Context: an optimization exercise on an open-source flow, tuned for small area, a short achievable clock period and few clock cycles per item. The choices shown serve that exercise and are no tape-out recipe. Only simulation tests tie the RTL to the original design; equivalence was not proved.

**flow/run.sh**
```bash
#!/bin/bash
# synth_recipe.tcl (not shown) runs the flow's synth.tcl, then flattens the netlist and writes it again
# the make line also repeats each setting of config.mk as NAME=value (left out here)
make -C /OpenROAD-flow-scripts/flow DESIGN_CONFIG=/design/flow/config.mk WORK_HOME=/design/flow/orfs CLKGATE_MAP_FILE= SYNTH_SCRIPT=/design/flow/synth_recipe.tcl finish
```
**flow/config.mk**
```make
export PLATFORM = sky130hd
export DESIGN_NAME = fwi_codec
export DESIGN_NICKNAME = fwi_codec
export VERILOG_FILES = /design/flow/design.v
export SDC_FILE = /design/flow/constraint.sdc
export NUM_CORES = 4
export LEC_CHECK = 0
export CAP_MARGIN = 20
export CORE_MARGIN = 2
export CORE_UTILIZATION = 25
export PLACE_DENSITY = 0.35
export SLEW_MARGIN = 20
```
**flow/constraint.sdc**
```tcl
create_clock -name core_clock -period 32.0 [get_ports {clk}]
set_input_delay 6.4000 -clock core_clock [delete_from_list [all_inputs] [get_ports {clk}]]
set_output_delay 6.4000 -clock core_clock [all_outputs]
set_load 0.01 [all_outputs]
```
**flow/design.v**
```verilog
module fwi_codec (
    input  wire         clk,
    input  wire         rst,       
    input  wire         start,
    input  wire [1:0]   op,
    input  wire [279:0] pk,
    input  wire [247:0] pl,
    input  wire [35:0]  amt,
    output wire         ready,
    output reg          done,
    output reg  [279:0] pk_out,
    output reg  [247:0] pl_out,
    output reg  [34:0]  sh_out
);
    localparam OP_EXTR = 2'd0;
    localparam OP_INS  = 2'd1;
    localparam OP_SHL  = 2'd2;
    localparam OP_PACK = 2'd3;
    localparam S = 245;
    localparam [34:0] SHMOD = 35'h7_FFFF_FFFF;    
    function [34:0] get_shift(input [279:0] p);
        integer i;
        for (i = 0; i < 35; i = i + 1) get_shift[i] = p[8*i + 7];
    endfunction
    function [244:0] get_word(input [279:0] p);
        integer j;
        for (j = 0; j < S; j = j + 1) get_word[j] = p[8*(j/7) + (j%7)];
    endfunction
    function [279:0] put(input [34:0] s, input [244:0] w);
        integer i, j;
        begin
            for (i = 0; i < 35; i = i + 1) put[8*i + 7] = s[i];
            for (j = 0; j < S; j = j + 1) put[8*(j/7) + (j%7)] = w[j];
        end
    endfunction
    function [244:0] rotr(input [244:0] w, input [7:0] r);
        reg [489:0] t;
        begin
            t    = {w, w} >> r;
            rotr = t[244:0];
        end
    endfunction
    function [244:0] rotl(input [244:0] w, input [7:0] r);
        reg [489:0] t;
        begin
            t    = {w, w} << r;
            rotl = t[489:245];
        end
    endfunction
    function [34:0] mod_shmod(input [36:0] x);
        reg [35:0] t;
        begin
            t = {1'b0, x[34:0]} + {34'd0, x[36:35]};
            t = {1'b0, t[34:0]} + {35'd0, t[35]};
            mod_shmod = (t[34:0] == SHMOD) ? 35'd0 : t[34:0];
        end
    endfunction
    reg           busy;
    reg  [1:0]    op_r;
    reg  [279:0]  pk_r;
    reg  [247:0]  pl_r;
    reg  [35:0]   amt_r;
    assign ready = ~busy;
    wire [34:0]   s_in   = get_shift(pk_r);
    wire [244:0]  w_in   = get_word(pk_r);
    wire [7:0]    r_in   = s_in % S;
    wire [244:0]  sig_in = rotr(w_in, r_in);           
    wire [36:0]   s_sum  = (op_r == OP_PACK) ? {1'b0, amt_r}
                                             : {2'b00, s_in} + {1'b0, amt_r};
    wire [34:0]   s_new  = mod_shmod(s_sum);
    wire [7:0]    r_new  = s_new % S;
    wire [244:0]  ins_src = (op_r == OP_SHL) ? sig_in : pl_r[244:0];
    wire [7:0]    ins_rot = (op_r == OP_INS) ? r_in   : r_new;
    wire [34:0]   ins_sh  = (op_r == OP_INS) ? s_in   : s_new;
    wire [279:0]  pk_new   = put(ins_sh, rotl(ins_src, ins_rot));
    always @(posedge clk) begin
        if (rst) begin
            busy <= 1'b0;
            done <= 1'b0;
        end else begin
            done <= 1'b0;
            if (!busy) begin
                if (start) begin
                    busy  <= 1'b1;
                    op_r  <= op;
                    pk_r  <= pk;
                    pl_r  <= pl;
                    amt_r <= amt;
                end
            end else begin
                if (op_r == OP_EXTR) begin
                    pl_out <= {3'b000, sig_in};
                    sh_out <= s_in;
                end else begin
                    pk_out <= pk_new;
                end
                busy <= 1'b0;
                done <= 1'b1;
            end
        end
    end
endmodule
```
==> impl_metrics.tcl <==
set metrics [dict create \
    ios 1134 \
    cp_common_cell "buf_4" \
    tightestPinTransition_ns 1.14 \
    synthMuxAreaShare_pct 24.1 \
    synth_compound_area_share_pct 26.1 \
    cp.arrival_ns 31.83 \
    synth_top_cell_area_share_pct 26.2 \
    worstRegToRegCells 146 \
    ys_top_cells_by_count "mux2i_1, nand2_1, edfxtp_1" \
    maxSlewViolCount 0 \
    postRouteAntennaNets 0 \
    cts_tree "done" \
    dieArea_um2 520000 \
    clk_pin_slew_ns 0.06 \
    vias 151510 \
    cts.sinks 1125 \
    startpoint_type "flop" \
    rows 263 \
    synthCells 13833 \
    remaining_drc_errors 0 \
    syn_area_per_cell_um2 9.29 \
    clock.fmax_mhz 32.2 \
    place_inst 26007 \
    synth_warnings 1 \
    clk_root_buffer_cell "clkbuf_16" \
    grt_max_degree 155 \
    core-area_um2 512000 \
    ys_ff_latch 1125 \
    track_usage_pct 36.1 \
    period_share_pct 97.1 \
    hold_path_class "flop to flop" \
    synth_xor_area_share_pct 1.84 \
    synth-adder-area-share_pct 0.646 \
    cts_buffers 143 \
    grt_pass1_wl_mm 1300 \
    fin_nets 20133 \
    async_flop_share_pct 0 \
    ys_seq_area_share_pct 26.3 \
    grt_overflow 0 \
    fin_skew_ns 0.133 \
    max_stage_delay_ns 0.64 \
    status "timing/DRC/antenna clean" \
    drive_above_1_share_pct 39.5 \
    ctsLongestPathBuffers 4 \
    slowest_stage "or4_2" \
    start_util_pct 25.1 \
    wirelength_mm 983 \
    io_buffers 1127 \
    synth_top_family_by_area "compound AO/OA/AOI/OAI gates" \
    synthFlopType "edfxtp_1" \
    yosysMostFrequentCell "mux2i_1" \
    min_period_ns 31.08 \
    worstPathMaxFanout 13 \
    fp.dieW_um 721 \
    setup_viol 0 \
    drt_iter0_markers 16558 \
    wl_per_cell_um 37.2 \
    die_h_um 721 \
    dp_slack_ns -1.56 \
    synth-edff-count 1123 \
    holdPathStages 1 \
    setup_ws_ns 0.921 \
    synthTopCellsByArea "edfxtp_1, mux2i_1, mux4_2" \
    synth_simple_gate_area_share_pct 14.5 \
    path_class "flop to flop" \
    htreeDepth 4 \
    required_ns 32.75 \
    synth_area_um2 128000 \
    place.gp.congestion 1.06 \
    relSlewSlack_pct 23.3 \
    cap_violations 0 \
    yosysUniqueCellTypes 195 \
    grt_pass1_vias 144156 \
    place_hpwl_mm 837 \
    critPathCaptureType "flop" \
    antenna_found_initial 75 \
    area_delta_synth_final_pct 52.4 \
    worstSkewPairLatency_ns 0.97 \
    first_pass_iters 8 \
    fin_setup_tns_ns 0 \
    rsz0062_at_grt "true" \
    instances_no_fill 26417 \
    avgViaCountPerCell 5.74 \
    synth_top_cell_by_area "edfxtp_1" \
    finalHoldViolCount 0 \
]
==> metrics by stage <==
stage	utilization, %	hold slack, ns	instance area, µm²
3_5_place_dp	36.4	0.522	187000
4_1_cts	37.5	0.530	192000
2_1_floorplan	-	0.451	128000
3_3_place_gp	36.4	0.523	187000
6_report	38.2	0.521	196000
5_1_grt	38.2	0.554	196000
==> path summary, 6_finish.rpt <==
kind / from / to / slack (ns)
worst max-delay path: pk_r[15]$_DFFE_PP_ / pk_out[117]$_DFFE_PP_ / 0.92
worst min-delay path: busy$_SDFF_PP0_ / busy$_SDFF_PP0_ / 0.52
worst max register to register: pk_r[15]$_DFFE_PP_ / pk_out[117]$_DFFE_PP_ / 0.92
worst min register to register: busy$_SDFF_PP0_ / busy$_SDFF_PP0_ / 0.52
==> layer usage <==
metal | global-route usage (%) | wire (µm) | share of wire, % | vias to the layer above
li1 | - | - | - | 66400
met1 | 47.3 | 417000 | 42 | 76363
met2 | 55.3 | 424000 | 43 | 7072
met3 | 6.23 | 68300 | 6.9 | 1651
met4 | 21.9 | 74300 | 7.6 | 24
met5 | 0 | 177 | 0.018 | -
==> critical path, delay by kind of cell, from the launching register on <==
| family | cells | cell delay (ns) |
|---|---|---|
| flip-flops | 1 | 0.44 |
| XOR/XNOR | 5 | 0.85 |
| buffers and inverters | 31 | 5.04 |
| AO/OA/AOI/OAI | 59 | 11.92 |
| adder cells (fa/ha/maj) | 7 | 1.65 |
| multiplexers | 9 | 2.19 |
| AND/OR/NAND/NOR | 35 | 8.73 |
==> cells in the final DEF (no fill, tap or decap), drive strengths merged, types with 198 or more instances in the layout <==
cell              n
nand2          1138
mux4            390
nand3           371
mux2i          1523
edfxtp         1123
clkdlybuf4s50  1127
nor3            273
mux2            610
o21ai           891
o22ai           255
a211oi          211
a21oi           855
buf            5577
and2            198
nor2           1109
xnor2           205
==> layout make-up <==
type / count / area (µm²)
well taps: 6757 / 8450
clock inverters: 80 / 781
multi-input cells: 11354 / 90300
clock buffers: 169 / 3700
diodes: 41 / 103
fillers: 52625 / 317000
inverters: 180 / 676
flip-flops and latches: 1125 / 33800
repair buffers: 6711 / 58100
==> flip-flops by register name (all words and copies together) (netlist names) <==
register	flops
done	1
sh_out	35
pk_r	280
amt_r	36
pl_out	245
pl_r	245
pk_out	280
op_r	2
busy	1
==> kinds of logic after synthesis <==
logic type / after synthesis
buf+inv: 1357
fa+ha+maj: 69
other cells: 1
compound gates: 4622
simple gates: 3877
xor+xnor: 259
mux: 2523
flops: 1125
==> timing repair <==
action                     4_1_cts  5_1_grt
pin swaps                       30      143
setup endpoints to repair      245      245
hold buffers                     0        0
setup buffers                   17       96
gates cloned                     1        6
resized for setup              149      542
hold endpoints to repair         0        0
Testbench counts, summed over its fixed seeds: cycles 6,408, items 3,200.

[separate check: timing with driven ports]
In the flow no input, the clock included, has a driving cell. The finished layout below was timed again as built, in two steps.
Step 1 sets driving cells, clkbuf_16 on the clock port and buf_2 on the other inputs (assumed; they add their load-dependent delay and slew).
Step 2 also shifts input and output timing later by t, the mid clock arrival at the registers, as if the neighbouring blocks saw the same clock.
Slacks: ideal / step 1 / step 2; pairs: ideal / step 1.
t, ns: 1.042
setup WS [ns]: 0.921 / 0.921 / 0.921
worst setup path at the end: register to register
slew at the worst register clock pin (ns): 0.10 / 0.10
worst data-port slew with drivers (ns): 0.26
After both steps this run still meets setup and hold. For this run, drivers alone change the setup slack by 0.000 ns; drivers and shift together by 0.000 ns.
